From an optimization exercise on the open Yosys and OpenROAD flow, aimed at small area; shortcuts taken in it are not production practice.
The RTL was checked by simulation tests, not by an equivalence proof against the original design.
Power and IR drop assume default switching activity.

`design/flow/design.v`:
```
module acio_core (
    input             clk,
    input             rst,             
    input             cmd_valid,
    output            cmd_ready,
    input      [31:0] cmd_word,
    input      [31:0] cmd_data,
    output            resp_valid,
    output     [7:0]  resp_code,
    output     [31:0] resp_rdata,
    input             ch_present,
    input      [15:0] ch_avail,
    input      [7:0]  ch_rdata,
    output            ch_rd,
    output            ch_open,
    output     [31:0] ch_baud,
    output            ch_close,
    output            ch_discard,
    output            ch_wr,
    output     [7:0]  ch_wdata,
    output            ch_flush,
    input             ch_flush_done,
    output            ring_wr,
    input      [31:0] now
);
    localparam [3:0] C_OK          = 4'h0;
    localparam [3:0] C_FRAME_READY = 4'h1;
    localparam [3:0] C_PENDING     = 4'h2;
    localparam [3:0] C_CSUM_FAIL   = 4'h3;
    localparam [3:0] C_BUS_DOWN    = 4'h4;
    localparam [3:0] C_BUS_RESET   = 4'h5;
    localparam [3:0] C_NO_ACTIVITY = 4'h6;
    localparam [3:0] C_CH_UNAVAIL  = 4'h7;
    localparam [3:0] C_CONFIG_ERR  = 4'h8;
    localparam [3:0] C_AD_EXHAUST  = 4'h9;
    localparam [3:0] C_LENGTH_ERR  = 4'hA;
    localparam [3:0] C_ILLEGAL     = 4'hB;
    localparam [3:0] C_BAD_CSR     = 4'hC;
    localparam [4:0] S_IDLE  = 5'd0,
                     S_RESP  = 5'd1,
                     S_WWAIT = 5'd2,    
                     S_WIN   = 5'd3,    
                     S_RSTC  = 5'd4,
                     S_BCHK  = 5'd5,
                     S_BBCL  = 5'd6,
                     S_BBOP  = 5'd7,
                     S_BBDI  = 5'd8,
                     S_ADDEC = 5'd9,
                     S_ADCL  = 5'd10,
                     S_ADOP  = 5'd11,
                     S_ADDI  = 5'd12,
                     S_ADWT  = 5'd13,
                     S_ADRD  = 5'd14,
                     S_ADEV  = 5'd15,
                     S_ADEX  = 5'd16,
                     S_PDEC  = 5'd17,
                     S_ASM   = 5'd18,
                     S_RECL  = 5'd19,
                     S_SCHK  = 5'd20,
                     S_TX    = 5'd21,
                     S_FL    = 5'd22,
                     S_FLW   = 5'd23;
    localparam [2:0] K_RD    = 3'd1,    
                     K_WR32  = 3'd2,    
                     K_BWR   = 3'd3,    
                     K_PCMP  = 3'd4,    
                     K_ADCHK = 3'd5,    
                     K_ADLD  = 3'd6,    
                     K_FIN   = 3'd7;    
    localparam [3:0] R_ST = 4'd0, R_CFG = 4'd1, R_QT = 4'd2, R_CB = 4'd3,
                     R_LA = 4'd4, R_BC = 4'd5, R_BI = 4'd6, R_AM = 4'd7,
                     R_BAUD = 4'd8, R_RXH = 4'd9, R_RXT = 4'd10, R_TXH = 4'd11,
                     R_TXT = 4'd12, R_RXP = 4'd13, R_TXP = 4'd14;
    reg [4:0]  state;
    reg [2:0]  kind;
    reg [3:0]  rsel;
    reg [4:0]  ridx;          
    reg [3:0]  code;
    reg        auto_b;        
    reg        nested;        
    reg        ad_first;
    reg        f1, f2, f3;    
    reg        allsync;
    reg        ffdone;        
    reg [7:0]  tc;
    reg        clearing;
    reg [31:0] obuf;
    reg        st_ready, st_fatal, st_chopen;
    reg        codec_esc;
    reg [7:0]  codec_sync;
    reg [5:0]  fa_pos;
    reg        cfg_mode, cfg_nr, cfg_re;
    reg [3:0]  baud_count;
    reg [2:0]  baud_index;
    reg [7:0]  tx_node, tx_cmd, tx_fid, tx_len;
    reg [5:0]  tx_k;
    reg [7:0]  tx_sum;
    reg [7:0]  w_node, w_cmd, w_fid;
    reg [5:0]  w_len;
    reg [7:0]  rx_sum;
    reg [7:0]  rx_node, rx_cmd, rx_fid, rx_csum;
    reg [5:0]  rx_len;
    reg        rbank;         
    reg [255:0] baud_r;
    reg [31:0]  qt_r, am_r, cb_r, la_r, cn_r;
    reg [255:0] txp_r, rxa_r, rxb_r;
    wire [4:0] k5 = tc[4:0];
    wire       k0 = (k5 == 5'd0);
    wire       now_bit = now[k5];
    wire [7:0]  op   = cmd_word[7:0];
    wire        fmtN = (cmd_word[31:8] == 24'd0);
    wire        fmtF = (cmd_word[31:9] == 23'd0);
    wire        fmtA = (cmd_word[15:8] == 8'd0);
    wire [15:0] caddr = cmd_word[31:16];
    reg        d_mapped, d_ro;
    reg [3:0]  d_sel;
    always @(*) begin
        d_mapped = 1'b1;
        d_ro     = 1'b0;
        d_sel    = R_ST;
        if (caddr[15:5] == 11'h008) begin               
            d_sel = R_RXP; d_ro = 1'b1;
        end else if (caddr[15:5] == 11'h010) begin      
            d_sel = R_TXP;
        end else if (caddr[15:3] == 13'h0002) begin     
            d_sel = R_BAUD;
        end else begin
            case (caddr)
                16'h0000: begin d_sel = R_ST;  d_ro = 1'b1; end
                16'h0001: d_sel = R_CFG;
                16'h0002: d_sel = R_QT;
                16'h0003: begin d_sel = R_CB;  d_ro = 1'b1; end
                16'h0004: begin d_sel = R_LA;  d_ro = 1'b1; end
                16'h0005: d_sel = R_BC;
                16'h0006: begin d_sel = R_BI;  d_ro = 1'b1; end
                16'h0007: d_sel = R_AM;
                16'h0020: begin d_sel = R_RXH; d_ro = 1'b1; end
                16'h0021: begin d_sel = R_RXT; d_ro = 1'b1; end
                16'h0030: d_sel = R_TXH;
                16'h0031: d_sel = R_TXT;
                default:  d_mapped = 1'b0;
            endcase
        end
    end
    wire byte_rd = (kind == K_RD) && (rsel == R_RXP || rsel == R_TXP);
    wire [4:0] sm1 = byte_rd ? (ridx - 5'd8) :
                     (kind == K_BWR) ? ridx : 5'd31;
    wire balign = (((kind == K_RD) || (kind == K_WR32)) && rsel == R_BAUD) ||
                  (kind == K_ADLD) || ((kind == K_FIN) && auto_b);
    wire at_sm1 = (k5 == sm1);
    wire w_start = (state == S_WWAIT) && at_sm1 && !clearing &&
                   (!balign || tc[7:5] == ridx[2:0] - 3'd1);
    wire in_win = (state == S_WIN);
    wire w_end  = in_win && at_sm1;
    wire        rx_v = (rx_len != 6'd0);
    reg  [31:0] rword;
    always @(*) begin
        case (rsel)
            R_ST:  rword = {8'd0, codec_sync, 2'd0, fa_pos, 4'd0,
                            codec_esc, st_chopen, st_fatal, st_ready};
            R_CFG: rword = {29'd0, cfg_re, cfg_nr, cfg_mode};
            R_BC:  rword = {28'd0, baud_count};
            R_BI:  rword = {29'd0, baud_index};
            R_RXH: rword = rx_v ? {rx_fid, rx_cmd, rx_node, 8'hAA} : 32'd0;
            R_RXT: rword = {16'd0, rx_v ? rx_csum : 8'd0, 2'd0, rx_len};
            R_TXH: rword = {tx_fid, tx_cmd, tx_node, 8'hAA};
            R_TXT: rword = {24'd0, tx_len};
            default: rword = 32'd0;
        endcase
    end
    reg rd_bit;
    always @(*) begin
        case (rsel)
            R_QT:   rd_bit = qt_r[0];
            R_CB:   rd_bit = cb_r[0];
            R_LA:   rd_bit = la_r[0];
            R_AM:   rd_bit = am_r[0];
            R_BAUD: rd_bit = baud_r[0];
            default: rd_bit = rword[k5];
        endcase
    end
    wire [7:0] rx_head = rbank ? rxb_r[7:0] : rxa_r[7:0];
    wire       rxp_ok  = ({2'b00, ridx} + 7'd6) < {1'b0, rx_len};
    wire [7:0] pbyte   = (rsel == R_TXP) ? txp_r[7:0] : (rxp_ok ? rx_head : 8'd0);
    wire       ldtop   = in_win && byte_rd && (k5 == ridx);
    wire p_bor  = k0 ? 1'b0 : f1;
    wire p_gt   = k0 ? 1'b0 : f2;
    wire p_d    = now_bit ^ la_r[0] ^ p_bor;
    wire p_bor_n = (~now_bit & la_r[0]) | (~(now_bit ^ la_r[0]) & p_bor);
    wire p_gt_n  = (p_d & ~qt_r[0]) | (~(p_d ^ qt_r[0]) & p_gt);
    wire a_c    = ad_first ? 1'b0 : cn_r[0];
    wire a_eq   = k0 ? 1'b1 : f1;
    wire a_nz   = k0 ? 1'b0 : f2;
    wire a_cy   = k0 ? 1'b1 : f3;
    wire       avail0   = (ch_avail == 16'd0);
    wire       avail6   = (ch_avail >= 16'd6);
    wire       raw_esc  = !codec_esc && (ch_rdata == 8'hFF);
    wire       raw_aa   = !codec_esc && (ch_rdata == 8'hAA);
    wire [7:0] logical  = codec_esc ? ~ch_rdata : ch_rdata;
    wire [7:0] sync_inc = (codec_sync == 8'hFF) ? 8'hFF : codec_sync + 8'd1;
    wire [5:0] pidx     = fa_pos - 6'd5;
    wire       in_pay   = (fa_pos >= 6'd5) && (fa_pos < w_len - 6'd1);
    wire       asm_act  = (state == S_ASM) && !avail0;
    wire       asm_take = asm_act && (raw_esc || !in_pay || (k5 == pidx[4:0]));
    wire       asm_pwr  = asm_take && !raw_esc && in_pay;
    wire [7:0] rx_sum_n = rx_sum + logical;
    assign ring_wr = asm_take && raw_aa && (codec_sync == 8'd0) && cfg_re;
    wire       tx_last = ({2'b00, tx_k} == tx_len - 8'd1);
    reg  [7:0] tx_b;
    always @(*) begin
        case (tx_k)
            6'd0: tx_b = 8'hAA;
            6'd1: tx_b = tx_node;
            6'd2: tx_b = tx_cmd;
            6'd3: tx_b = tx_fid;
            6'd4: tx_b = tx_len;
            default: tx_b = tx_last ? tx_sum : txp_r[7:0];
        endcase
    end
    wire [5:0] tx_pidx = tx_k - 6'd5;
    wire tx_pay  = (tx_k >= 6'd5) && !tx_last;
    wire tx_rdy  = (state == S_TX) && (!tx_pay || (k5 == tx_pidx[4:0] && !clearing));
    wire tx_esc  = (tx_k != 6'd0) && (tx_b == 8'hAA || tx_b == 8'hFF);
    wire wr_ff   = tx_rdy && tx_esc && !ffdone;
    wire wr_val  = tx_rdy && (!tx_esc || ffdone);
    assign cmd_ready  = (state == S_IDLE);
    assign resp_valid = (state == S_RESP);
    assign resp_code  = {4'd0, code};
    assign resp_rdata = obuf;
    assign ch_baud    = obuf;
    assign ch_rd      = asm_take || (state == S_ADRD);
    assign ch_open    = (state == S_BBOP) || (state == S_ADOP);
    assign ch_close   = (state == S_RSTC) || (state == S_BBCL) ||
                        (state == S_ADCL) || (state == S_ADEX) ||
                        (state == S_RECL);
    assign ch_discard = (state == S_BBDI) || (state == S_ADDI);
    assign ch_wr      = wr_ff || wr_val;
    assign ch_wdata   = wr_ff ? 8'hFF : (ffdone ? ~tx_b : tx_b);
    assign ch_flush   = (state == S_FL);
    localparam [31:0] QT_RST = 32'd50000;
    wire wr32  = in_win && (kind == K_WR32);
    wire fin_w = in_win && (kind == K_FIN);
    wire baud_in = clearing ? 1'b0 :
                   (wr32 && rsel == R_BAUD) ? obuf[0] : baud_r[0];
    wire qt_in   = clearing ? QT_RST[k5] :
                   (wr32 && rsel == R_QT) ? obuf[0] : qt_r[0];
    wire am_in   = clearing ? 1'b0 :
                   (wr32 && rsel == R_AM) ? obuf[0] : am_r[0];
    wire cb_in   = clearing ? 1'b0 :
                   fin_w ? (auto_b ? baud_r[0] : obuf[0]) : cb_r[0];
    wire la_in   = clearing ? 1'b0 :
                   (fin_w || (in_win && kind == K_PCMP && st_ready && avail6)) ?
                   now_bit : la_r[0];
    wire cn_in   = (in_win && kind == K_ADCHK) ? (a_c ^ a_cy) : cn_r[0];
    wire [7:0] txp_in = clearing ? 8'd0 :
                        (w_start && kind == K_BWR) ? obuf[7:0] : txp_r[7:0];
    wire [7:0] rxa_in = (asm_pwr && rbank)  ? logical : rxa_r[7:0];
    wire [7:0] rxb_in = (asm_pwr && !rbank) ? logical : rxb_r[7:0];
    always @(posedge clk) begin
        baud_r <= {baud_in, baud_r[255:1]};
        qt_r   <= {qt_in, qt_r[31:1]};
        am_r   <= {am_in, am_r[31:1]};
        cb_r   <= {cb_in, cb_r[31:1]};
        la_r   <= {la_in, la_r[31:1]};
        cn_r   <= {cn_in, cn_r[31:1]};
        txp_r  <= {txp_in, txp_r[255:8]};
        rxa_r  <= {rxa_in, rxa_r[255:8]};
        rxb_r  <= {rxb_in, rxb_r[255:8]};
    end
    wire obuf_sin = (kind == K_RD) ? rd_bit :
                    (kind == K_ADLD) ? baud_r[0] : 1'b0;
    task respond(input [3:0] c);
        begin
            code     <= c;
            state    <= S_RESP;
            obuf     <= 32'd0;
        end
    endtask
    task window(input [2:0] k);
        begin
            kind  <= k;
            state <= S_WWAIT;
        end
    endtask
    always @(posedge clk) begin
        if (state == S_IDLE && cmd_valid)
            obuf <= cmd_data;
        else if (in_win) begin
            obuf[23:0]  <= obuf[24:1];
            obuf[31:24] <= ldtop ? pbyte : {obuf_sin, obuf[31:25]};
        end
        if (rst) begin
            state      <= S_IDLE;
            tc         <= 8'd0;
            clearing   <= 1'b1;
            st_ready   <= 1'b0;
            st_fatal   <= 1'b0;
            st_chopen  <= 1'b0;
            codec_esc  <= 1'b0;
            codec_sync <= 8'd0;
            fa_pos     <= 6'd0;
            cfg_mode   <= 1'b0;
            cfg_nr     <= 1'b0;
            cfg_re     <= 1'b1;
            baud_count <= 4'd0;
            baud_index <= 3'd0;
            tx_node    <= 8'd0;
            tx_cmd     <= 8'd0;
            tx_fid     <= 8'd0;
            tx_len     <= 8'd0;
            rx_len     <= 6'd0;
        end else begin
            tc <= tc + 8'd1;
            if (tc == 8'hFF)
                clearing <= 1'b0;
            case (state)
            S_IDLE: begin
                if (cmd_valid) begin
                    nested <= 1'b0;
                    case (op)
                        8'h01, 8'h02: begin
                            if (fmtN) begin
                                auto_b <= (op == 8'h01);
                                state  <= S_BCHK;
                            end else respond(C_ILLEGAL);
                        end
                        8'h03: if (fmtN) window(K_PCMP);
                               else respond(C_ILLEGAL);
                        8'h04: if (fmtN) state <= S_RSTC;
                               else respond(C_ILLEGAL);
                        8'h05: if (fmtF) begin
                                   cfg_nr <= cmd_word[8];
                                   respond(C_OK);
                               end else respond(C_ILLEGAL);
                        8'h06: if (fmtN) state <= S_SCHK;
                               else respond(C_ILLEGAL);
                        8'h07, 8'h08: begin
                            if (!fmtA) respond(C_ILLEGAL);
                            else begin
                                rsel <= d_sel;
                                ridx <= caddr[4:0];
                                if (!d_mapped) respond(C_BAD_CSR);
                                else if (op == 8'h07) begin
                                    code <= C_OK;
                                    window(K_RD);
                                end else if (d_ro) respond(C_BAD_CSR);
                                else begin
                                    case (d_sel)
                                        R_CFG: begin
                                            cfg_mode <= cmd_data[0];
                                            cfg_nr   <= cmd_data[1];
                                            cfg_re   <= cmd_data[2];
                                            respond(C_OK);
                                        end
                                        R_BC: begin
                                            if (cmd_data[3:0] > 4'd8)
                                                respond(C_BAD_CSR);
                                            else begin
                                                baud_count <= cmd_data[3:0];
                                                respond(C_OK);
                                            end
                                        end
                                        R_TXH: begin
                                            tx_node <= cmd_data[15:8];
                                            tx_cmd  <= cmd_data[23:16];
                                            tx_fid  <= cmd_data[31:24];
                                            respond(C_OK);
                                        end
                                        R_TXT: begin
                                            tx_len <= cmd_data[7:0];
                                            respond(C_OK);
                                        end
                                        R_TXP: window(K_BWR);
                                        default: window(K_WR32);    
                                    endcase
                                end
                            end
                        end
                        default: respond(C_ILLEGAL);
                    endcase
                end
            end
            S_RESP: state <= S_IDLE;
            S_WWAIT: if (w_start) state <= S_WIN;
            S_WIN: begin
                case (kind)
                    K_PCMP: begin
                        f1 <= p_bor_n;
                        f2 <= p_gt_n;
                    end
                    K_ADCHK: begin
                        f1 <= a_eq & (a_c == am_r[0]);
                        f2 <= a_nz | am_r[0];
                        f3 <= a_cy & a_c;
                    end
                    default: ;
                endcase
                if (at_sm1) begin
                    case (kind)
                        K_RD:    state <= S_RESP;
                        K_PCMP:  state <= S_PDEC;
                        K_ADCHK: begin
                            ad_first <= 1'b0;
                            state    <= S_ADDEC;
                        end
                        K_ADLD:  state <= S_ADOP;
                        K_FIN: begin
                            codec_esc  <= 1'b0;
                            codec_sync <= 8'd0;
                            fa_pos     <= 6'd0;
                            st_ready   <= 1'b1;
                            respond(nested ? C_BUS_RESET : C_OK);
                        end
                        default: respond(C_OK);         
                    endcase
                end
            end
            S_RSTC: begin
                st_chopen <= 1'b0;
                st_ready  <= 1'b0;
                respond(C_OK);
            end
            S_BCHK: begin
                if (st_fatal) begin
                    respond(nested ? C_BUS_DOWN : C_CH_UNAVAIL);
                end else if (!ch_present) begin
                    st_fatal <= 1'b1;
                    st_ready <= 1'b0;
                    respond(nested ? C_BUS_DOWN : C_CH_UNAVAIL);
                end else if (auto_b && baud_count == 4'd0) begin
                    respond(nested ? C_BUS_DOWN : C_CONFIG_ERR);
                end else begin
                    st_ready <= 1'b0;
                    if (auto_b) begin
                        ridx     <= 5'd0;
                        ad_first <= 1'b1;
                        window(K_ADCHK);
                    end else begin
                        state <= S_BBCL;
                    end
                end
            end
            S_BBCL: begin
                st_chopen <= 1'b0;
                state     <= S_BBOP;
            end
            S_BBOP: begin
                st_chopen <= 1'b1;
                state     <= S_BBDI;
            end
            S_BBDI: window(K_FIN);
            S_ADDEC: begin
                if (f1 && f2) begin
                    state <= S_ADEX;
                end else begin
                    baud_index <= ridx[2:0];
                    state      <= S_ADCL;
                end
            end
            S_ADCL: begin
                st_chopen <= 1'b0;
                window(K_ADLD);
            end
            S_ADOP: begin
                st_chopen <= 1'b1;
                state     <= S_ADDI;
            end
            S_ADDI: begin
                allsync <= 1'b1;
                state   <= S_ADWT;
            end
            S_ADWT: begin
                if (ch_avail >= 16'd10 && tc[3:0] == 4'hF)
                    state <= S_ADRD;
            end
            S_ADRD: begin
                if (ch_rdata != 8'hAA)
                    allsync <= 1'b0;
                if (tc[3:0] == 4'd9)
                    state <= S_ADEV;
            end
            S_ADEV: begin
                if (allsync) begin
                    window(K_FIN);
                end else begin
                    if ({1'b0, ridx[2:0]} + 4'd1 == baud_count)
                        ridx[2:0] <= 3'd0;
                    else
                        ridx[2:0] <= ridx[2:0] + 3'd1;
                    window(K_ADCHK);
                end
            end
            S_ADEX: begin
                st_chopen <= 1'b0;
                respond(nested ? C_BUS_DOWN : C_AD_EXHAUST);
            end
            S_PDEC: begin
                if (!st_ready)
                    respond(C_BUS_DOWN);
                else if (avail6)
                    state <= S_ASM;
                else if (f2)
                    state <= S_RECL;
                else
                    respond(C_NO_ACTIVITY);
            end
            S_ASM: begin
                if (avail0) begin
                    if (!codec_esc)
                        respond(C_PENDING);
                end else if (asm_take) begin
                    if (raw_esc) begin
                        codec_esc  <= 1'b1;
                        codec_sync <= sync_inc;
                    end else begin
                        codec_esc  <= 1'b0;
                        codec_sync <= raw_aa ? 8'd0 : sync_inc;
                        if (fa_pos == 6'd0) begin
                            if (logical != 8'hAA) begin
                                respond(C_PENDING);
                            end else begin
                                rx_sum <= 8'hAA;
                                fa_pos <= 6'd1;
                            end
                        end else if (fa_pos == 6'd1) begin
                            w_node <= logical;
                            rx_sum <= rx_sum_n;
                            fa_pos <= 6'd2;
                        end else if (fa_pos == 6'd2) begin
                            w_cmd  <= logical;
                            rx_sum <= rx_sum_n;
                            fa_pos <= 6'd3;
                        end else if (fa_pos == 6'd3) begin
                            w_fid  <= logical;
                            rx_sum <= rx_sum_n;
                            fa_pos <= 6'd4;
                        end else if (fa_pos == 6'd4) begin
                            if (logical < 8'd6 || logical > 8'd38) begin
                                fa_pos <= 6'd0;
                                respond(C_PENDING);
                            end else begin
                                w_len  <= logical[5:0];
                                rx_sum <= rx_sum_n;
                                fa_pos <= 6'd5;
                            end
                        end else if (in_pay) begin
                            rx_sum <= rx_sum_n;
                            fa_pos <= fa_pos + 6'd1;
                        end else begin
                            fa_pos <= 6'd0;
                            if (rx_sum == logical) begin
                                rbank   <= ~rbank;
                                rx_node <= w_node;
                                rx_cmd  <= w_cmd;
                                rx_fid  <= w_fid;
                                rx_csum <= logical;
                                rx_len  <= w_len;
                                respond(C_FRAME_READY);
                            end else begin
                                respond(C_CSUM_FAIL);
                            end
                        end
                    end
                end
            end
            S_RECL: begin
                st_chopen <= 1'b0;
                st_ready  <= 1'b0;
                if (cfg_nr) begin
                    respond(C_BUS_DOWN);
                end else begin
                    nested <= 1'b1;
                    auto_b <= 1'b1;
                    state  <= S_BCHK;
                end
            end
            S_SCHK: begin
                if (!st_ready) begin
                    respond(C_BUS_DOWN);
                end else if (tx_len < 8'd6 || tx_len > 8'd38) begin
                    respond(C_LENGTH_ERR);
                end else begin
                    tx_k   <= 6'd0;
                    tx_sum <= 8'd0;
                    ffdone <= 1'b0;
                    state  <= S_TX;
                end
            end
            S_TX: begin
                if (wr_ff)
                    ffdone <= 1'b1;
                if (wr_val) begin
                    ffdone <= 1'b0;
                    tx_sum <= tx_sum + tx_b;
                    if (tx_last)
                        state <= S_FL;
                    else
                        tx_k <= tx_k + 6'd1;
                end
            end
            S_FL: state <= S_FLW;
            S_FLW: begin
                if (ch_flush_done)
                    respond(C_OK);
            end
            default: state <= S_IDLE;
            endcase
        end
    end
endmodule
```
`design/flow/run.sh`:
```
#!/bin/bash
# synth_recipe.tcl (not shown) runs the flow's synth.tcl, then flattens the netlist and writes it again
# the make line also repeats each setting of config.mk as NAME=value (left out here)
make -C /OpenROAD-flow-scripts/flow DESIGN_CONFIG=/design/flow/config.mk WORK_HOME=/design/flow/orfs CLKGATE_MAP_FILE= SYNTH_SCRIPT=/design/flow/synth_recipe.tcl finish
```
`design/flow/config.mk`:
```
export PLATFORM = sky130hd
export DESIGN_NAME = acio_core
export DESIGN_NICKNAME = acio_core
export VERILOG_FILES = /design/flow/design.v
export SDC_FILE = /design/flow/constraint.sdc
export NUM_CORES = 4
export LEC_CHECK = 0
export CAP_MARGIN = 20
export CORE_MARGIN = 2
export CORE_UTILIZATION = 40
export SLEW_MARGIN = 20
```
`design/flow/constraint.sdc`:
```
create_clock -name core_clock -period 40.0 [get_ports {clk}]
set_input_delay 8.0000 -clock core_clock [delete_from_list [all_inputs] [get_ports {clk}]]
set_output_delay 8.0000 -clock core_clock [all_outputs]
set_load 0.01 [all_outputs]
```
==> results of run 1 <==
==> logic make-up after synthesis <==
group / count (synthesis) / synth area share, %
multiplexers: 59 / 1.84
AND/OR/NAND/NOR: 712 / 8.96
adder cells (fa/ha/maj): 53 / 1.75
other: 1 / 0.00958
AO/OA/AOI/OAI: 463 / 8.19
flip-flops: 1405 / 74.6
XOR/XNOR: 87 / 1.98
buffers and inverters: 225 / 2.62
==> critical path, cell delays in order <==
cell and delay (ns):
clkdlybuf4s50_1 0.65, or4b_2 0.67, nor3b_1 0.75, nand3_1 0.22, nor2_1 0.55, clkdlybuf4s50_1 0.65
==> registers in the layout, summed over array words and instances (netlist names), 32 cells and up <==
name	flops
obuf	32
qt_r	32
la_r	32
baud_r	256
txp_r	256
cn_r	32
cb_r	32
rxb_r	256
am_r	32
rxa_r	256
==> per-stage QoR <==
step / cells / hold slack (ns) / total power, mW
after CTS: 4594 / 0.267 / 2.79
after global routing: 4594 / 0.274 / 2.86
final: 4594 / 0.281 / 2.76
after floorplan: 3008 / 0.310 / 1.53
after global placement: 4367 / 0.310 / 1.59
after detailed placement: 4367 / 0.312 / 1.59
==> cells in the mapped netlist (40+ instances only) <==
master       n  area share, %
xnor2_1     56            1.3
nand3_1     51           0.65
buf_4       40           0.77
nor2_1     177            1.7
ha_1        50            1.6
nor3_1      59           0.75
o21ai_0     81            1.0
a21oi_1    122            1.6
clkbuf_1    94           0.90
dfxtp_1   1296             66
inv_1       70           0.67
mux2i_1     44            1.1
nand2_1    216            2.1
edfxtp_1   109            8.4
==> power breakdown <==
part           internal [mW]  total, mW  leakage, nW  switching (mW)
combinational         0.0589      0.112         4.09          0.0534
sequential              1.43       1.45         11.4          0.0194
clock                  0.696       1.20         2.11           0.507
==> layer usage <==
metal / track usage, % / vias to the layer above / routed length, µm
li1: - / 10800 / -
met1: 23.0 / 10700 / 38700
met2: 25.8 / 761 / 37500
met3: 3.58 / 187 / 5620
met4: 7.26 / 2 / 3460
met5: 0 / - / 13
==> layout by cell type, fill, tap and decap left out, types with 11 or more instances in the layout <==
master | Yosys | routed
mux2i_1 | 44 | 44
clkbuf_1 | 94 | 19
inv_1 | 70 | 71
a311oi_1 | 27 | 27
dfxtp_1 | 1296 | 1295
nand2b_1 | 20 | 20
xnor2_1 | 56 | 56
a211oi_1 | 30 | 30
and2_1 | 14 | 14
buf_4 | 40 | 29
clkdlybuf4s50_1 | 0 | 208
a21oi_1 | 122 | 122
nand2_1 | 216 | 215
clkinv_2 | 0 | 29
o21ai_0 | 81 | 81
or2_2 | 16 | 16
nor4_1 | 22 | 20
or3_1 | 20 | 20
nor2b_1 | 22 | 22
xor2_1 | 30 | 30
a221oi_1 | 24 | 24
and3_1 | 12 | 12
a31oi_1 | 15 | 15
ha_1 | 50 | 50
o211ai_1 | 13 | 13
nand4_1 | 20 | 20
nand3_1 | 51 | 51
nor2_1 | 177 | 176
bufinv_16 | 0 | 11
clkbuf_16 | 0 | 126
o22ai_1 | 11 | 11
edfxtp_1 | 109 | 109
clkbuf_8 | 0 | 24
nor3_1 | 59 | 57
a21o_1 | 12 | 12
==> how the worst min path moves through the flow <==
stage                     depth (start not counted)  slack, ns    endpoint
after floorplan                                   0       0.31     am_r[0]
after global placement                            0       0.31    rxa_r[4]
after detailed placement                          0       0.31  rxa_r[199]
after CTS                                         0       0.27    cn_r[27]
after global routing                              0       0.27    cn_r[27]
final                                             0       0.28    cn_r[27]
==> area by class of cell <==
class                      count  area (µm²)  share of cell area [%]
clock buffer                 169        3550                    7.63
timing repair buffer         238        2300                    4.95
clock inverter                58         702                    1.51
sequential                  1405       29200                    62.7
inverter                      70         263                   0.564
tap                         1276        1600                    3.43
multi-input combinational   1378        8940                    19.2
==> results.toml, run 1 <==
[min_path]
min_from = "cn_r[28]"
min_path_type = "register to register"

[timing]
worst_pin_slew_ns = 1.09
hold_viol = 0
setup_viol = 0
rsz0062_at_grt = "no"
slew-limit-headroom_pct = 27.1
fmax_ghz = 0.0513
finalSetupTns_ns = 0
period_share_pct = 48.8
fin_crit_ns = 19.50
clock_skew_ns = 0.0501
final.setup.worst_slack_ns = 20.50
slew_violations = 0

[floorplanning]
die_h_um = 317
dieArea_mm2 = 0.100
initial_core_util_pct = 40.4
ios = 214
coreArea_mm2 = 0.0969
num_rows = 114
die_w_um = 317

[cts]
root_buffer = "clkbuf_16"
cts_tree = "done"
clockBufferDepth = 3
clkSinkCount = 1405
cts_setup_buffers = 0
ctsHoldBuffers = 0
cts_buffers = 120
htreeDepth = 3
path_clk_slew_ns = 0.07
insertion_delay_ns = 0.70
cts_resized = 0

[layout]
fillers = 8495
fin_area_mm2 = 0.0466
nNetsFinal = 3391
antenna_cells = 0
drive_above_1_share_pct = 9.16
final_core_util_pct = 48.1
syn2layout_area_growth_pct = 19.0

[run]
drv_cap = 0

[pwr]
vdd_drop_max_uv = 36.7
leakagePower_nw = 17.6
powerDensity_mw_per_mm2 = 59.3

[detailed_routing]
wl_per_cell_um = 18.6
drtAntennaViolNets = 0
routed_wl_um = 85400
vias = 22400
drtIter0Drc = 2011
drc = 0
vias_per_cell = 4.88
firstDrtPassIters = 6

[synth]
async_reset_ff_share_pct = 0
synth_cells = 3005
synth_ff_type = "dfxtp_1"
yosysWarnings = 1
synth_area_mm2 = 0.0391
yosys.cell_types.count = 99
synth.ff_latch_count = 1405
avgSynthCellArea_um2 = 13.0
synth_edf_count = 109
ys_seq_area_share_pct = 74.6

[global_routing]
grt_usage_pct = 16.8
grt_first_pass_wirelength_um = 129000
grt_max_degree = 58
grt_antenna_before_repair = 1
grt_pass1_vias = 21100
grt_overflow_total = 0

[worst_setup_path]
r2r-start = "tx_len[0]"
reg2reg_depth = 18
startpoint = "ch_rdata[5]"
critPathMaxFanout = 8
cp-endpoint = "ring_wr"
arrival_ns = 11.50
r2r_slack_ns = 35.20
end_kind = "output pin"
critPathRequiredTime_ns = 32.00
cp-start-kind = "primary input"
critPathKind = "primary input to output pin"
reg2reg_to = "tx_sum[7]"

[outcome]
status = "finished clean"

[placement]
dp_hpwl_um = 58300
dp_slack_ns = 20.55
place_area_mm2 = 0.0423
gp_congestion = 0.925
port_buffers = 209
==> run 2: changes to the inputs <==
--- a/design/flow/config.mk
+++ b/design/flow/config.mk
@@ -9,3 +9,4 @@
 export CORE_MARGIN = 2
-export CORE_UTILIZATION = 40
+export CORE_UTILIZATION = 60
+export CTS_BUF_LIST = sky130_fd_sc_hd__clkbuf_4
 export SLEW_MARGIN = 20
==> results.toml, run 2 <==
[pwr]
switching_share_pct = 22.3
powerDensity_mw_per_mm2 = 57.2
finalPower_mw = 2.62
vdd_drop_max_uv = 48.0
p_int_mw = 2.03
leakagePower_nw = 17.8
seq_power_share_pct = 55.1
pwr-share-comb_pct = 4.3
p_sw_mw = 0.584
p_clk_share_pct = 40.6

[cts]
clkSinkCount = 1405
htreeDepth = 5
insertion_delay_ns = 1.13
cts_buffers = 335
cts_setup_buffers = 0
clockBufferDepth = 4
root_buffer = "clkbuf_4"
cts_tree = "done"
cts_resized = 0
path_clk_slew_ns = 0.06
ctsHoldBuffers = 0

[layout]
syn2layout_area_growth_pct = 16.8
final_cell_mix = "dfxtp_1, clkbuf_4, nand2_1, clkdlybuf4s50_1, nor2_1"
nNetsFinal = 3599
layout_commonest_cell = "dfxtp_1"
drive_above_1_share_pct = 15.8
instances_no_fill = 4510

[synth]
ys_seq_area_share_pct = 74.6
yosysMostFrequentCell = "dfxtp_1"
yosysWarnings = 1
synth.ff_latch_count = 1405
synth_edf_count = 109
synth_common_cells = "dfxtp_1, nand2_1, nor2_1, a21oi_1, edfxtp_1"
async_reset_ff_share_pct = 0
yosys.area.top_type = "dfxtp_1"
synth_ff_type = "dfxtp_1"
synth_area_mm2 = 0.0391
synth_cells = 3005
yosys.cell_types.count = 99
synth_area_leaders = "dfxtp_1, edfxtp_1, nand2_1"
netlist.area_leader.share_pct = 66.3
avgSynthCellArea_um2 = 13.0

[placement]
placed_cells = 3939
gp_congestion = 0.924
dp_hpwl_um = 57100
port_buffers = 209
dp_slack_ns = 20.96

[timing]
hold_viol = 0
setup_viol = 0
final.setup.worst_slack_ns = 20.97
finalSetupTns_ns = 0
fmax_ghz = 0.0526
period_share_pct = 47.6
slew_violations = 0
slew-limit-headroom_pct = 30.2
clock_skew_ns = 0.137
rsz0062_at_grt = "no"
worst_pin_slew_ns = 1.04
fin_crit_ns = 19.03

[worst_setup_path]
end_kind = "output pin"
critPathMaxFanout = 9
critPathKind = "primary input to output pin"
reg2reg_depth = 18
reg2reg_to = "tx_sum[7]"
critPathRequiredTime_ns = 32.00
cp-start-kind = "primary input"
r2r_slack_ns = 35.13
arrival_ns = 11.03
r2r-start = "tx_len[0]"

[global_routing]
grt.busiest_layer = "met2"
grt_pass1_vias = 24300
grt_max_degree = 59
grt_first_pass_wirelength_um = 134000
met3_usage_pct = 6.40
grt_overflow_total = 0
grt_antenna_before_repair = 7
use_met1_pct = 33.9
grtUsageMet2_pct = 40.5
grt_usage_pct = 25.8

[detailed_routing]
drtIter0Drc = 1673
drc = 0
vias_per_cell = 5.28
wl_per_cell_um = 19.1
firstDrtPassIters = 7
routed_wl_um = 86300
drtAntennaViolNets = 0
vias = 23800

[floorplanning]
ios = 214
dieArea_mm2 = 0.0673
die_w_um = 259
coreArea_mm2 = 0.0645
initial_core_util_pct = 60.7
num_rows = 93
die_h_um = 259

[outcome]
status = "finished clean"

[min_path]
min_from = "txp_r[12]"
hold-path-endpoint = "txp_r[4]"
holdPathStages = 0
min_path_type = "register to register"

[run]
drv_cap = 0
[run 2: area by class of cell]
type                    instances  area [µm²]
inverters                      70         263
clock inverters                96         440
fillers                      4392       18800
multi-input cells            1378        8960
diodes                         12        30.0
repair buffers                231        2250
clock buffers                 463        3480
well taps                     855        1070
flip-flops and latches       1405       29200
[run 2: worst max-delay path by stage]
stage          cells past startpoint  slack, ns       to    startpoint
2_1_floorplan                      6      22.61    ch_rd   ch_avail[8]
3_3_place_gp                       9      21.02    ch_rd  ch_avail[14]
3_5_place_dp                       9      20.96    ch_rd  ch_avail[14]
4_1_cts                            9      20.95    ch_rd  ch_avail[14]
5_1_grt                            6      20.93  ring_wr   ch_rdata[4]
6_report                           6      20.97  ring_wr   ch_rdata[4]
[run 2: logic make-up (layout without fill, tap and decap cells)]
family,after synthesis,after routing,synth area share (%)
simple gates,712,712,8.96
xor+xnor,87,87,1.98
flops,1405,1405,74.6
buf+inv,225,860,2.62
mux,59,59,1.84
compound gates,463,463,8.19
fa+ha+maj,53,53,1.75
other cells,1,16,0.00958
[run 2: per-stage QoR]
stage                     util [%]  cell area (µm²)  hold WS, ns
after global placement        64.8            41800        0.310
after CTS                     70.8            45700        0.218
after floorplan                  -            39200        0.310
after global routing          70.9            45700        0.222
final                         70.9            45700        0.258
after detailed placement      64.8            41800        0.312
[run 2: worst max-delay path, cell delays in order]
cell	delay, ns
clkdlybuf4s50_1	0.58
or4b_2	0.76
nor3b_1	0.66
nand3_1	0.19
nor2_1	0.26
clkdlybuf4s50_1	0.59
[run 2: routing by layer]
| layer | share of wire [%] | up-vias |
|---|---|---|
| met5 | 0.015 | - |
| met4 | 2.9 | 2 |
| li1 | - | 11400 |
| met1 | 43 | 11400 |
| met2 | 47 | 876 |
| met3 | 6.9 | 182 |
[run 2: power by group through the flow]
stage	sequential [mW]	clock, mW	combinational (mW)
6_report	1.44	1.06	0.113
5_1_grt	1.44	1.17	0.120
4_1_cts	1.44	1.09	0.113
3_5_place_dp	1.47	0	0.112
3_3_place_gp	1.47	0	0.111
2_1_floorplan	1.47	0	0.0575
==> run 3: changes to the inputs <==
--- a/design/flow/design.v
+++ b/design/flow/design.v
@@ -104,3 +104,3 @@
     reg [255:0] baud_r;
-    reg [31:0]  qt_r, am_r, cb_r, la_r, cn_r;
+    reg [31:0]  qt_r, am_r, cb_r, la_r;
     reg [255:0] txp_r, rxa_r, rxb_r;
@@ -190,3 +190,4 @@
     wire p_gt_n  = (p_d & ~qt_r[0]) | (~(p_d ^ qt_r[0]) & p_gt);
-    wire a_c    = ad_first ? 1'b0 : cn_r[0];
+    wire cn_head = rbank ? rxa_r[0] : rxb_r[0];
+    wire a_c    = ad_first ? 1'b0 : cn_head;
     wire a_eq   = k0 ? 1'b1 : f1;
@@ -253,7 +254,10 @@
                    now_bit : la_r[0];
-    wire cn_in   = (in_win && kind == K_ADCHK) ? (a_c ^ a_cy) : cn_r[0];
+    wire cn_wr   = in_win && (kind == K_ADCHK);
+    wire cn_in   = a_c ^ a_cy;
     wire [7:0] txp_in = clearing ? 8'd0 :
                         (w_start && kind == K_BWR) ? obuf[7:0] : txp_r[7:0];
-    wire [7:0] rxa_in = (asm_pwr && rbank)  ? logical : rxa_r[7:0];
-    wire [7:0] rxb_in = (asm_pwr && !rbank) ? logical : rxb_r[7:0];
+    wire [7:0] rxa_in = (asm_pwr && rbank)  ? logical :
+                        (cn_wr && rbank)   ? {rxa_r[7:1], cn_in} : rxa_r[7:0];
+    wire [7:0] rxb_in = (asm_pwr && !rbank) ? logical :
+                        (cn_wr && !rbank)  ? {rxb_r[7:1], cn_in} : rxb_r[7:0];
     always @(posedge clk) begin
@@ -264,3 +268,2 @@
         la_r   <= {la_in, la_r[31:1]};
-        cn_r   <= {cn_in, cn_r[31:1]};
         txp_r  <= {txp_in, txp_r[255:8]};
--- a/design/flow/config.mk
+++ b/design/flow/config.mk
@@ -10,3 +10,4 @@
 export CORE_UTILIZATION = 60
-export CTS_BUF_LIST = sky130_fd_sc_hd__clkbuf_4
+export CTS_CLUSTER_DIAMETER = 60
+export CTS_CLUSTER_SIZE = 30
 export SLEW_MARGIN = 20
==> results.toml, run 3 <==
[outcome]
status = "finished clean"

[timing]
hold_viol = 0
finalSetupTns_ns = 0
fin_crit_ns = 18.43
slew_violations = 0
rsz0062_at_grt = "no"
period_share_pct = 46.1
fmax_ghz = 0.0543
finalHoldWorstSlack_ns = 0.317
setup_viol = 0
slew-limit-headroom_pct = 25.2
clock_skew_ns = 0.0588
worst_pin_slew_ns = 1.11

[cts]
clkSinkCount = 1373
cts_tree = "done"
ctsHoldBuffers = 0
clockBufferDepth = 3
root_buffer = "clkbuf_16"
cts_resized = 0
htreeDepth = 2
cts_buffers = 61
path_clk_slew_ns = 0.10
cts_setup_buffers = 0
insertion_delay_ns = 0.68

[worst_setup_path]
path_common_cell = "clkdlybuf4s50_1"
critPathRequiredTime_ns = 32.00
critPathKind = "primary input to output pin"
arrival_ns = 10.43
critPathMaxFanout = 8
crit_path_max_incr_delay_ns = 0.68
path_cells = "clkdlybuf4s50_1, and4_1, nand4_1, a31o_2, nor2_1, clkdlybuf4s50_1"
cp-start-kind = "primary input"
slowest_stage = "clkdlybuf4s50_1"
end_kind = "output pin"

[placement]
gp_congestion = 0.902
port_buffers = 209
placed_cells = 3861
dp_hpwl_um = 53900

[floorplanning]
initial_core_util_pct = 60.7
dieArea_mm2 = 0.0660
ios = 214
num_rows = 92
coreArea_mm2 = 0.0632
die_h_um = 257
die_w_um = 257

[layout]
fillers = 4381
ff_latch_area_mm2 = 0.0286
syn2layout_area_growth_pct = 12.4
final_cell_mix = "dfxtp_1, nor2_1, clkdlybuf4s50_1, nand2_1, edfxtp_1"
nNetsFinal = 3257
layout_commonest_cell = "dfxtp_1"
instances_no_fill = 3959
multi_input_area_mm2 = 0.00888
drive_above_1_share_pct = 5.50

[detailed_routing]
firstDrtPassIters = 8
drtIter0Drc = 1901
drc = 0
wl_per_cell_um = 20.4
vias = 21500
vias_per_cell = 5.43
routed_wl_um = 80700
drtAntennaViolNets = 0

[pwr]
powerDensity_mw_per_mm2 = 53.4
vdd_drop_max_uv = 52.8
leakagePower_nw = 16.4

[synth]
synth_ff_type = "dfxtp_1"
synth.ff_latch_count = 1373
netlist.area_leader.share_pct = 65.9
avgSynthCellArea_um2 = 13.1
synth_area_mm2 = 0.0384
ys_seq_area_share_pct = 74.5
synth_cells = 2926
yosys.cell_types.count = 93
yosysWarnings = 1
yosys.area.top_type = "dfxtp_1"
synth_edf_count = 109
yosysMostFrequentCell = "dfxtp_1"
synth_area_leaders = "dfxtp_1, edfxtp_1, nor2_1"
synth_common_cells = "dfxtp_1, nor2_1, nand2_1, edfxtp_1, a21oi_1"
async_reset_ff_share_pct = 0

[global_routing]
grt_antenna_before_repair = 1
grt_pass1_vias = 21400
grt_usage_pct = 24.3
grt_max_degree = 66
grt_first_pass_wirelength_um = 125000
grt_overflow_total = 0

[run]
drv_cap = 0

[min_path]
min_path_type = "register to register"
-- run 3: cell types whose count changed after synthesis, moves of 10 or more --
cell      change
mux2i_1      +36
inv_1        -13
a211oi_1     -10
a311oi_1     +10
a21oi_1      -25
dfxtp_1      -32
nor2_1       +41
nor3_1       -20
o211ai_1     +11
nand2_1      -24
o21ai_0      -17
-- run 3: cell type report --
type | instances | area share (%)
timing repair buffer | 234 | 5.27
clock inverter | 26 | 1.15
antenna | 2 | 0.0116
clock buffer | 69 | 3.73
sequential | 1373 | 66.3
inverter | 60 | 0.522
tap | 846 | 2.45
multi-input combinational | 1349 | 20.6
-- run 3: kinds of logic after synthesis --
logic type | share of synthesized area (%)
adder cells (fa/ha/maj) | 1.79
AND/OR/NAND/NOR | 8.76
buffers and inverters | 2.50
multiplexers | 2.98
other | 0.00977
XOR/XNOR | 1.92
flip-flops | 74.5
AO/OA/AOI/OAI | 7.57
-- run 3: critical path, delay by kind of cell --
| family | cells | cell delay, ns |
|---|---|---|
| AOI/OAI and AO/OA | 1 | 0.39 |
| buffers and inverters | 2 | 1.27 |
| and+or+nand+nor | 3 | 0.77 |
-- run 3: worst paths after layout --
check | slack [ns] | start | endpoint | depth (start not counted)
max | 21.57 | ch_rdata[1] | ring_wr | 6
min | 0.32 | am_r[22] | am_r[21] | 0
max reg2reg | 34.88 | tx_len[0] | tx_sum[7] | 18
min reg2reg | 0.32 | am_r[22] | am_r[21] | 0
-- run 3: per-layer routing --
layer	GRT usage [%]	vias up	wire, µm
li1	-	10300	-
met1	34.0	10300	36400
met2	38.7	751	36800
met3	3.94	160	4880
met4	8.38	0	2570
met5	0	-	0
-- run 3: through the flow --
stage	power [mW]	util (%)	worst slack, ns	instance area, µm²
after CTS	2.32	68.2	21.54	43100
after floorplan	1.50	-	22.92	38400
after global routing	2.37	68.2	21.36	43100
final	2.30	68.2	21.57	43100
after detailed placement	1.57	64.9	21.60	41000
after global placement	1.56	64.9	21.62	41000
-- run 3: where the power goes --
part | switching [mW] | internal, mW
sequential | 0.0171 | 1.40
combinational | 0.0597 | 0.0646
clock | 0.440 | 0.325
==> run 4: changes to the inputs <==
--- a/design/flow/design.v
+++ b/design/flow/design.v
@@ -97,6 +97,5 @@
     reg [7:0]  tx_sum;
-    reg [7:0]  w_node, w_cmd, w_fid;
     reg [5:0]  w_len;
     reg [7:0]  rx_sum;
-    reg [7:0]  rx_node, rx_cmd, rx_fid, rx_csum;
+    reg        hdr_armed;     
     reg [5:0]  rx_len;
@@ -106,2 +105,3 @@
     reg [255:0] txp_r, rxa_r, rxb_r;
+    reg [31:0]  ha_r, hb_r;    
     wire [4:0] k5 = tc[4:0];
@@ -146,3 +146,4 @@
     wire [4:0] sm1 = byte_rd ? (ridx - 5'd8) :
-                     (kind == K_BWR) ? ridx : 5'd31;
+                     (kind == K_BWR) ? ridx :
+                     (kind == K_RD && rsel == R_RXT) ? 5'd23 : 5'd31;
     wire balign = (((kind == K_RD) || (kind == K_WR32)) && rsel == R_BAUD) ||
@@ -155,2 +156,3 @@
     wire        rx_v = (rx_len != 6'd0);
+    wire        rh_head = rbank ? hb_r[0] : ha_r[0];
     reg  [31:0] rword;
@@ -163,4 +165,4 @@
             R_BI:  rword = {29'd0, baud_index};
-            R_RXH: rword = rx_v ? {rx_fid, rx_cmd, rx_node, 8'hAA} : 32'd0;
-            R_RXT: rword = {16'd0, rx_v ? rx_csum : 8'd0, 2'd0, rx_len};
+            R_RXH: rword = {24'd0, rx_v ? 8'hAA : 8'd0};
+            R_RXT: rword = {24'd0, 2'd0, rx_len} << 24;    
             R_TXH: rword = {tx_fid, tx_cmd, tx_node, 8'hAA};
@@ -178,2 +180,4 @@
             R_BAUD: rd_bit = baud_r[0];
+            R_RXH:  rd_bit = (k5[4:3] == 2'd0) ? rword[k5] : (rh_head & rx_v);
+            R_RXT:  rd_bit = (k5[4:3] == 2'd0) ? (rh_head & rx_v) : rword[k5];
             default: rd_bit = rword[k5];
@@ -204,3 +208,10 @@
     wire       asm_act  = (state == S_ASM) && !avail0;
-    wire       asm_take = asm_act && (raw_esc || !in_pay || (k5 == pidx[4:0]));
+    wire       hdr_pos  = (fa_pos != 6'd0 && fa_pos < 6'd4) || (fa_pos >= 6'd5 && !in_pay);
+    wire [1:0] hslot    = (fa_pos < 6'd4) ? fa_pos[1:0] : 2'd0;
+    wire       hdr_wr   = asm_act && !raw_esc && hdr_pos && (k5[4:3] == hslot);
+    wire       hdr_bit  = logical[k5[2:0]];
+    wire       asm_take = asm_act && (raw_esc ||
+                          (!in_pay && !hdr_pos) ||
+                          (in_pay && k5 == pidx[4:0]) ||
+                          (hdr_wr && hdr_armed && k5[2:0] == 3'd7));
     wire       asm_pwr  = asm_take && !raw_esc && in_pay;
@@ -262,3 +273,7 @@
                         (cn_wr && !rbank)  ? {rxb_r[7:1], cn_in} : rxb_r[7:0];
+    wire ha_in = (hdr_wr && rbank)  ? hdr_bit : ha_r[0];
+    wire hb_in = (hdr_wr && !rbank) ? hdr_bit : hb_r[0];
     always @(posedge clk) begin
+        ha_r   <= {ha_in, ha_r[31:1]};
+        hb_r   <= {hb_in, hb_r[31:1]};
         baud_r <= {baud_in, baud_r[255:1]};
@@ -314,2 +329,3 @@
             rx_len     <= 6'd0;
+            hdr_armed  <= 1'b0;
         end else begin
@@ -510,2 +526,6 @@
             S_ASM: begin
+                if (hdr_wr && k5[2:0] == 3'd0)
+                    hdr_armed <= 1'b1;
+                if (asm_take)
+                    hdr_armed <= 1'b0;
                 if (avail0) begin
@@ -527,14 +547,5 @@
                             end
-                        end else if (fa_pos == 6'd1) begin
-                            w_node <= logical;
+                        end else if (fa_pos < 6'd4) begin
                             rx_sum <= rx_sum_n;
-                            fa_pos <= 6'd2;
-                        end else if (fa_pos == 6'd2) begin
-                            w_cmd  <= logical;
-                            rx_sum <= rx_sum_n;
-                            fa_pos <= 6'd3;
-                        end else if (fa_pos == 6'd3) begin
-                            w_fid  <= logical;
-                            rx_sum <= rx_sum_n;
-                            fa_pos <= 6'd4;
+                            fa_pos <= fa_pos + 6'd1;
                         end else if (fa_pos == 6'd4) begin
@@ -555,6 +566,2 @@
                                 rbank   <= ~rbank;
-                                rx_node <= w_node;
-                                rx_cmd  <= w_cmd;
-                                rx_fid  <= w_fid;
-                                rx_csum <= logical;
                                 rx_len  <= w_len;
==> design/flow/flow/run.sh (new file) <==
#!/bin/bash
# Own layout flow: the standard ORFS flow (standard.sh) unchanged, with
# two settings passed to it:
#  - every port still gets its own buffer, but of the smallest buffer cell
#    (buffer_ports -buffer_cell sky130_fd_sc_hd__buf_1);
#  - clock tree synthesis clusters up to 30 sinks within 60 um and inserts
#    no dummy loads.
# The whole make output goes to standard_flow.log in the work folder; each
# ORFS tool writes its own log under orfs/logs/.
set -euo pipefail
export BUFFER_PORTS_ARGS="-buffer_cell sky130_fd_sc_hd__buf_1"
export CTS_ARGS="-sink_clustering_enable -repair_clock_nets -sink_clustering_size 30 -sink_clustering_max_diameter 60 -dont_use_dummy_load"
bash standard.sh > standard_flow.log 2>&1
==> design/flow/standard.sh (new file) <==
#!/bin/bash
# synth_recipe.tcl (not shown) runs the flow's synth.tcl, then flattens the netlist and writes it again
# the make line also repeats each setting of config.mk as NAME=value (left out here)
make -C /OpenROAD-flow-scripts/flow DESIGN_CONFIG=/design/flow/config.mk WORK_HOME=/design/flow/orfs CLKGATE_MAP_FILE= SYNTH_SCRIPT=/design/flow/synth_recipe.tcl "${@:-finish}"
removed: design/flow/run.sh
==> results.toml, run 4 <==
[timing]
hold_viol = 0
fin_crit_ns = 18.45
slew_violations = 0
clock_skew_ns = 0.113
slew-limit-headroom_pct = 30.9
fmax_ghz = 0.0542
finalHoldWorstSlack_ns = 0.262
setup_viol = 0
period_share_pct = 46.1
rsz0062_at_grt = "no"
worst_pin_slew_ns = 1.03
finalSetupTns_ns = 0

[synth]
yosys.cell_types.count = 103
yosysMostFrequentCell = "dfxtp_1"
avgSynthCellArea_um2 = 12.9
yosysWarnings = 1
synth.ff_latch_count = 1382
synth_common_cells = "dfxtp_1, nor2_1, nand2_1, a21oi_1, mux2i_1"
synth_area_leaders = "dfxtp_1, edfxtp_1, mux2i_1"
synth_cells = 2972
ys_seq_area_share_pct = 73.5
synth_edf_count = 53
netlist.area_leader.share_pct = 69.4
yosys.area.top_type = "dfxtp_1"
synth_ff_type = "dfxtp_1"
synth_area_mm2 = 0.0384
async_reset_ff_share_pct = 0

[worst_setup_path]
critPathRequiredTime_ns = 32.00
critPathMaxFanout = 8
path_cells = "buf_1, nand4_1, nor4_1, a21oi_1, o31ai_1, a31oi_1, nand2b_1, nor4_1, buf_1"
critPathKind = "primary input to output pin"
arrival_ns = 10.45
slowest_stage = "nor4_1"
end_kind = "output pin"
cp-start-kind = "primary input"
crit_path_max_incr_delay_ns = 0.82

[floorplanning]
ios = 214
initial_core_util_pct = 60.8
die_w_um = 257
num_rows = 92
coreArea_mm2 = 0.0631
dieArea_mm2 = 0.0660
die_h_um = 257

[placement]
gp_congestion = 0.873
dp_hpwl_um = 55100
port_buffers = 209

[global_routing]
grt_overflow_total = 0
grt_max_degree = 65
grt_antenna_before_repair = 4
grt_first_pass_wirelength_um = 129000
grt_usage_pct = 25.5
grt_pass1_vias = 21600

[cts]
clkSinkCount = 1382
clockBufferDepth = 3
htreeDepth = 3
cts_tree = "done"
cts_buffers = 66
cts_setup_buffers = 0
root_buffer = "clkbuf_16"
cts_resized = 0
insertion_delay_ns = 0.65
ctsHoldBuffers = 0
path_clk_slew_ns = 0.10

[detailed_routing]
drtIter0Drc = 1601
routed_wl_um = 84300
firstDrtPassIters = 6
vias = 21600
vias_per_cell = 5.45
wl_per_cell_um = 21.2
drtAntennaViolNets = 0
drc = 0

[layout]
nNetsFinal = 3302
final_cell_mix = "dfxtp_1, nor2_1, buf_1, nand2_1, a21oi_1"
layout_commonest_cell = "dfxtp_1"
drive_above_1_share_pct = 5.54
syn2layout_area_growth_pct = 7.61

[outcome]
status = "finished clean"

[min_path]
min_path_type = "register to register"

[pwr]
vdd_drop_max_uv = 46.7
leakagePower_nw = 15.9
powerDensity_mw_per_mm2 = 53.0

[run]
drv_cap = 0
-- run 4: cell types whose count changed after synthesis, moves of 9 or more --
cell      before   now
a211oi_1      20    11
dfxtp_1     1264  1329
nand2_1      192   203
a221o_1       12     1
xor2_1        21    35
o21ai_0       64    76
a221oi_1      21    10
nor3_1        39    50
nand2b_1      27    15
inv_1         57    44
edfxtp_1     109    53
a311oi_1      37    27
buf_2          9    20
-- run 4: final timing paths --
check         startpoint         end  slack, ns  depth (start not counted)
max          ch_rdata[3]     ring_wr      21.55                          9
min             cb_r[26]    cb_r[25]       0.26                          0
max reg2reg     w_len[0]  rxb_r[252]      35.35                         13
min reg2reg     cb_r[26]    cb_r[25]       0.26                          0
-- run 4: cell families (layout without fill, tap and decap cells) --
group | after synthesis | count (layout) | synth area share [%]
multiplexers | 114 | 114 | 3.54
flip-flops | 1382 | 1382 | 73.5
buffers and inverters | 201 | 349 | 2.54
XOR/XNOR | 92 | 92 | 2.10
AND/OR/NAND/NOR | 730 | 730 | 9.38
AO/OA/AOI/OAI | 400 | 400 | 7.16
other | 1 | 6 | 0.00978
adder cells (fa/ha/maj) | 52 | 52 | 1.76
-- run 4: area by class of cell --
cell class / count / area [µm²]
Inverter: 50 / 188
Clock buffer: 66 / 1650
Tap cell: 846 / 1060
Timing Repair Buffer: 233 / 963
Fill cell: 4613 / 21800
Antenna cell: 2 / 5.00
Multi-Input combinational cell: 1392 / 9210
Sequential cell: 1382 / 28200
-- run 4: report_power, final --
part / total (mW) / switching, mW / internal, mW
Clock: 0.693 / 0.396 / 0.296
Sequential: 1.41 / 0.0175 / 1.39
Combinational: 0.0832 / 0.0539 / 0.0293
Total: 2.19 / 0.468 / 1.72
-- run 4: stage by stage --
step | std cells | area (µm²) | setup WS (ns) | util, % | power (mW)
floorplan | 2975 | 38400 | 22.46 | - | 1.50
CTS | 3968 | 41300 | 21.50 | 65.4 | 2.20
detailed placement | 3902 | 39600 | 21.51 | 62.8 | 1.52
finish | 3971 | 41300 | 21.55 | 65.4 | 2.19
global route | 3970 | 41300 | 21.27 | 65.4 | 2.25
global placement | 3902 | 39600 | 21.69 | 62.8 | 1.52
-- run 4: layer usage --
metal | global-route usage (%) | share of wire, %
met1 | 35.1 | 44
met2 | 42.0 | 47
met3 | 3.61 | 5.5
met4 | 7.53 | 3.1
met5 | 0 | 0.028
-- run 4: critical path: cells and delay by family --
family	cells	cell delay [ns]
simple gates	4	1.53
compound gates	3	0.36
buf+inv	2	0.56
==> run 5: changes to the inputs <==
--- a/design/flow/design.v
+++ b/design/flow/design.v
@@ -145,8 +145,8 @@
     wire byte_rd = (kind == K_RD) && (rsel == R_RXP || rsel == R_TXP);
-    wire [4:0] sm1 = byte_rd ? (ridx - 5'd8) :
-                     (kind == K_BWR) ? ridx :
-                     (kind == K_RD && rsel == R_RXT) ? 5'd23 : 5'd31;
+    wire [4:0] km5 = k5 - 5'd5;
+    wire [4:0] sm1 = (kind == K_RD && rsel == R_RXT) ? 5'd23 : 5'd31;
     wire balign = (((kind == K_RD) || (kind == K_WR32)) && rsel == R_BAUD) ||
                   (kind == K_ADLD) || ((kind == K_FIN) && auto_b);
-    wire at_sm1 = (k5 == sm1);
+    wire at_sm1 = byte_rd ? (km5 == {ridx[4:3] - 2'd1, ridx[2:0]}) :
+                  (kind == K_BWR) ? (km5 == ridx) : (k5 == sm1);
     wire w_start = (state == S_WWAIT) && at_sm1 && !clearing &&
@@ -157,17 +157,29 @@
     wire        rh_head = rbank ? hb_r[0] : ha_r[0];
-    reg  [31:0] rword;
+    wire [1:0]  lane = k5[4:3];
+    reg  [7:0]  rlane;
     always @(*) begin
+        rlane = 8'd0;
         case (rsel)
-            R_ST:  rword = {8'd0, codec_sync, 2'd0, fa_pos, 4'd0,
-                            codec_esc, st_chopen, st_fatal, st_ready};
-            R_CFG: rword = {29'd0, cfg_re, cfg_nr, cfg_mode};
-            R_BC:  rword = {28'd0, baud_count};
-            R_BI:  rword = {29'd0, baud_index};
-            R_RXH: rword = {24'd0, rx_v ? 8'hAA : 8'd0};
-            R_RXT: rword = {24'd0, 2'd0, rx_len} << 24;    
-            R_TXH: rword = {tx_fid, tx_cmd, tx_node, 8'hAA};
-            R_TXT: rword = {24'd0, tx_len};
-            default: rword = 32'd0;
+            R_ST: case (lane)
+                      2'd0: rlane = {4'd0, codec_esc, st_chopen, st_fatal, st_ready};
+                      2'd1: rlane = {2'd0, fa_pos};
+                      2'd2: rlane = codec_sync;
+                      default: ;
+                  endcase
+            R_CFG: if (lane == 2'd0) rlane = {5'd0, cfg_re, cfg_nr, cfg_mode};
+            R_BC:  if (lane == 2'd0) rlane = {4'd0, baud_count};
+            R_BI:  if (lane == 2'd0) rlane = {5'd0, baud_index};
+            R_RXH: if (lane == 2'd0) rlane = rx_v ? 8'hAA : 8'd0;
+            R_RXT: if (lane == 2'd3) rlane = {2'd0, rx_len};    
+            R_TXH: case (lane)
+                      2'd0: rlane = 8'hAA;
+                      2'd1: rlane = tx_node;
+                      2'd2: rlane = tx_cmd;
+                      default: rlane = tx_fid;
+                  endcase
+            R_TXT: if (lane == 2'd0) rlane = tx_len;
+            default: ;
         endcase
     end
+    wire rlane_bit = rlane[k5[2:0]];
     reg rd_bit;
@@ -180,5 +192,5 @@
             R_BAUD: rd_bit = baud_r[0];
-            R_RXH:  rd_bit = (k5[4:3] == 2'd0) ? rword[k5] : (rh_head & rx_v);
-            R_RXT:  rd_bit = (k5[4:3] == 2'd0) ? (rh_head & rx_v) : rword[k5];
-            default: rd_bit = rword[k5];
+            R_RXH:  rd_bit = (lane == 2'd0) ? rlane_bit : (rh_head & rx_v);
+            R_RXT:  rd_bit = (lane == 2'd0) ? (rh_head & rx_v) : rlane_bit;
+            default: rd_bit = rlane_bit;
         endcase
@@ -188,3 +200,3 @@
     wire [7:0] pbyte   = (rsel == R_TXP) ? txp_r[7:0] : (rxp_ok ? rx_head : 8'd0);
-    wire       ldtop   = in_win && byte_rd && (k5 == ridx);
+    wire       ldtop   = in_win && byte_rd && (km5 == ridx);
     wire p_bor  = k0 ? 1'b0 : f1;
@@ -205,4 +217,4 @@
     wire [7:0] sync_inc = (codec_sync == 8'hFF) ? 8'hFF : codec_sync + 8'd1;
-    wire [5:0] pidx     = fa_pos - 6'd5;
-    wire       in_pay   = (fa_pos >= 6'd5) && (fa_pos < w_len - 6'd1);
+    wire [5:0] fa_pos1  = fa_pos + 6'd1;
+    wire       in_pay   = (fa_pos >= 6'd5) && (fa_pos1 < w_len);
     wire       asm_act  = (state == S_ASM) && !avail0;
@@ -214,3 +226,3 @@
                           (!in_pay && !hdr_pos) ||
-                          (in_pay && k5 == pidx[4:0]) ||
+                          (in_pay && k5 == fa_pos[4:0]) ||
                           (hdr_wr && hdr_armed && k5[2:0] == 3'd7));
@@ -219,3 +231,4 @@
     assign ring_wr = asm_take && raw_aa && (codec_sync == 8'd0) && cfg_re;
-    wire       tx_last = ({2'b00, tx_k} == tx_len - 8'd1);
+    wire [5:0] tx_k1   = tx_k + 6'd1;
+    wire       tx_last = (tx_k1 == tx_len[5:0]);      
     reg  [7:0] tx_b;
@@ -231,5 +244,4 @@
     end
-    wire [5:0] tx_pidx = tx_k - 6'd5;
     wire tx_pay  = (tx_k >= 6'd5) && !tx_last;
-    wire tx_rdy  = (state == S_TX) && (!tx_pay || (k5 == tx_pidx[4:0] && !clearing));
+    wire tx_rdy  = (state == S_TX) && (!tx_pay || (k5 == tx_k[4:0] && !clearing));
     wire tx_esc  = (tx_k != 6'd0) && (tx_b == 8'hAA || tx_b == 8'hFF);
@@ -549,3 +561,3 @@
                             rx_sum <= rx_sum_n;
-                            fa_pos <= fa_pos + 6'd1;
+                            fa_pos <= fa_pos1;
                         end else if (fa_pos == 6'd4) begin
@@ -561,3 +573,3 @@
                             rx_sum <= rx_sum_n;
-                            fa_pos <= fa_pos + 6'd1;
+                            fa_pos <= fa_pos1;
                         end else begin
@@ -607,3 +619,3 @@
                     else
-                        tx_k <= tx_k + 6'd1;
+                        tx_k <= tx_k1;
                 end
==> results.toml, run 5 <==
[floorplanning]
coreArea_mm2 = 0.0619
die_w_um = 255
initial_core_util_pct = 60.9
dieArea_mm2 = 0.0649
ios = 214
die_h_um = 255
num_rows = 91

[worst_setup_path]
arrival_ns = 10.22
reg2reg_to = "obuf[14]"
reg2reg_depth = 13
r2r_slack_ns = 35.08
critPathRequiredTime_ns = 32.00
critPathKind = "primary input to output pin"
r2r-start = "fa_pos[0]"
end_kind = "output pin"
cp-start-kind = "primary input"
critPathMaxFanout = 8

[timing]
worst_pin_slew_ns = 1.11
finalSetupTns_ns = 0
rsz0062_at_grt = "no"
clock_skew_ns = 0.0970
period_share_pct = 45.6
fmax_ghz = 0.0549
slew_violations = 0
fin_crit_ns = 18.22
setup_viol = 0
slew-limit-headroom_pct = 25.5
hold_viol = 0

[detailed_routing]
vias_per_cell = 5.37
drtAntennaViolNets = 0
vias = 20700
routed_wl_um = 79400
wl_met3_um = 5130
wl_met2_um = 35000
wl_per_cell_um = 20.6
highest_layer = "met4"
met1_length_um = 36700
drtIter0Drc = 2002
drc = 0
firstDrtPassIters = 8

[pwr]
vdd_drop_max_uv = 52.4
powerDensity_mw_per_mm2 = 53.8
finalPower_mw = 2.19
leakagePower_nw = 15.7

[cts]
cts_tree = "done"
htreeDepth = 3
clockBufferDepth = 3
path_clk_slew_ns = 0.11
clkSinkCount = 1382
ctsHoldBuffers = 0
root_buffer = "clkbuf_16"
cts_resized = 0
insertion_delay_ns = 0.65
cts_setup_buffers = 0
cts_buffers = 66

[min_path]
holdPathStages = 0
min_path_type = "register to register"
hold-path-endpoint = "txp_r[182]"
min_from = "txp_r[190]"

[outcome]
status = "finished clean"

[placement]
port_buffers = 209
dp_hpwl_um = 52400
gp_congestion = 0.906

[layout]
layout_commonest_cell = "dfxtp_1"
drive_above_1_share_pct = 5.10
fillers = 4518
nNetsFinal = 3200
syn2layout_area_growth_pct = 7.83
final_cell_mix = "dfxtp_1, buf_1, nand2_1, nor2_1, a21oi_1"

[global_routing]
grt_overflow_total = 0
grt_max_degree = 57
grt_antenna_before_repair = 4
grt_usage_pct = 24.5
grt_pass1_vias = 20200
grt_first_pass_wirelength_um = 121000

[synth]
yosys.area.top_type = "dfxtp_1"
yosysMostFrequentCell = "dfxtp_1"
ys_seq_area_share_pct = 74.7
synth_common_cells = "dfxtp_1, nand2_1, nor2_1, a21oi_1, mux2i_1"
synth_area_leaders = "dfxtp_1, edfxtp_1, mux2i_1"
yosys.cell_types.count = 93
avgSynthCellArea_um2 = 13.2
yosysWarnings = 1
async_reset_ff_share_pct = 0
synth_ff_type = "dfxtp_1"
netlist.area_leader.share_pct = 70.5
synth_edf_count = 53
synth.ff_latch_count = 1382
synth_cells = 2868
synth_area_mm2 = 0.0377

[run]
drv_cap = 0
## run 5: cell count changes in the layout (fill, tap and decap cells not counted), moves of 7 or more
cell,before,now
nor2_1,224,178
a211oi_1,11,40
a311oi_1,27,1
a21oi_1,93,116
nand2_1,202,180
o21ai_0,76,61
nor3_1,49,35
nand2b_1,15,28
and2_1,15,5
nand4_1,25,15
o21ai_1,11,2
inv_1,44,51
## run 5: power breakdown
group / switching (mW) / internal, mW
Combinational: 0.0570 / 0.0315
Clock: 0.393 / 0.296
Sequential: 0.0165 / 1.40
## run 5: metal layers
layer | global-route usage [%] | vias up
met5 | 0 | -
li1 | - | 9962
met4 | 8.49 | 0
met3 | 4.09 | 158
met2 | 37.4 | 663
met1 | 35.5 | 9962
## run 5: layout make-up
| cell class | instances | area, µm² | share of cell area [%] |
|---|---|---|---|
| Multi-Input combinational cell | 1288 | 8620 | 21.2 |
| Inverter | 52 | 195 | 0.480 |
| Tap cell | 837 | 1050 | 2.57 |
| Timing Repair Buffer | 233 | 966 | 2.37 |
| Antenna cell | 3 | 7.51 | 0.0185 |
| Sequential cell | 1382 | 28200 | 69.3 |
| Clock buffer | 66 | 1650 | 4.06 |
## run 5: through the flow
stage | std cells | utilization (%) | setup slack [ns] | cell area [µm²] | hold slack (ns)
after floorplan | 2871 | - | 22.66 | 37700 | 0.310
after global placement | 3792 | 63.0 | 22.03 | 39000 | 0.310
after detailed placement | 3792 | 63.0 | 21.97 | 39000 | 0.312
after CTS | 3858 | 65.7 | 21.95 | 40700 | 0.258
after global routing | 3858 | 65.7 | 21.80 | 40700 | 0.251
final | 3861 | 65.7 | 21.78 | 40700 | 0.255
## run 5: how the worst max path moves through the flow
stage               depth (start not counted)  slack, ns       to        start
detailed placement                          5      21.97  ring_wr  ch_rdata[2]
finish                                      5      21.78  ring_wr  ch_rdata[2]
floorplan                                   6      22.66  ring_wr  ch_rdata[4]
global placement                            5      22.03  ring_wr  ch_rdata[2]
CTS                                         5      21.95  ring_wr  ch_rdata[2]
global route                                5      21.80  ring_wr  ch_rdata[2]
## run 5: critical path, cell delays in order
cell,delay (ns)
buf_1,0.19
or4_1,0.59
nor3_1,0.79
and4_1,0.47
buf_1,0.18
## run 5: cells by family after synthesis
logic type      count (synthesis)  share of synthesized area, %
flops                        1382                          74.7
simple gates                  634                          8.19
compound gates                391                          6.97
buf+inv                       201                          2.53
mux                           120                          3.69
xor+xnor                       87                          2.09
fa+ha+maj                      52                          1.78
other cells                     1                       0.00994

-- port drivers added, routing unchanged --
In the flow no input, the clock included, has a driving cell. The finished layouts below were timed again as built, in two steps.
Step 1 assumes that a clkbuf_16 drives the clock port and a buf_2 every other input.
Step 2 adds t to the input delays and takes it off the output delays; t is the mean of the earliest and latest rising clock arrival at the registers after step 1. Input paths then give back, and output paths get back, about the clock's delay inside the block.
Slacks: no drivers / after step 1 / after step 2; pairs: no drivers / after step 1.
| run | t, ns | slack for setup (ns) | cell pins on the clock port's net |
|---|---|---|---|
| run 1 | 0.740 | 20.499 / 20.476 / 20.476 | 1 |
| run 2 | 1.123 | 20.975 / 20.950 / 20.950 | 1 |
| run 3 | 0.722 | 21.569 / 21.535 / 21.535 | 1 |
| run 4 | 0.666 | 21.548 / 21.519 / 21.519 | 1 |
| run 5 | 0.664 | 21.775 / 21.755 / 21.755 | 1 |
After both steps every run listed still meets setup and hold. The setup slack of run 3, which loses most, moves by -0.034 ns with the drivers and by -0.034 ns with both steps.
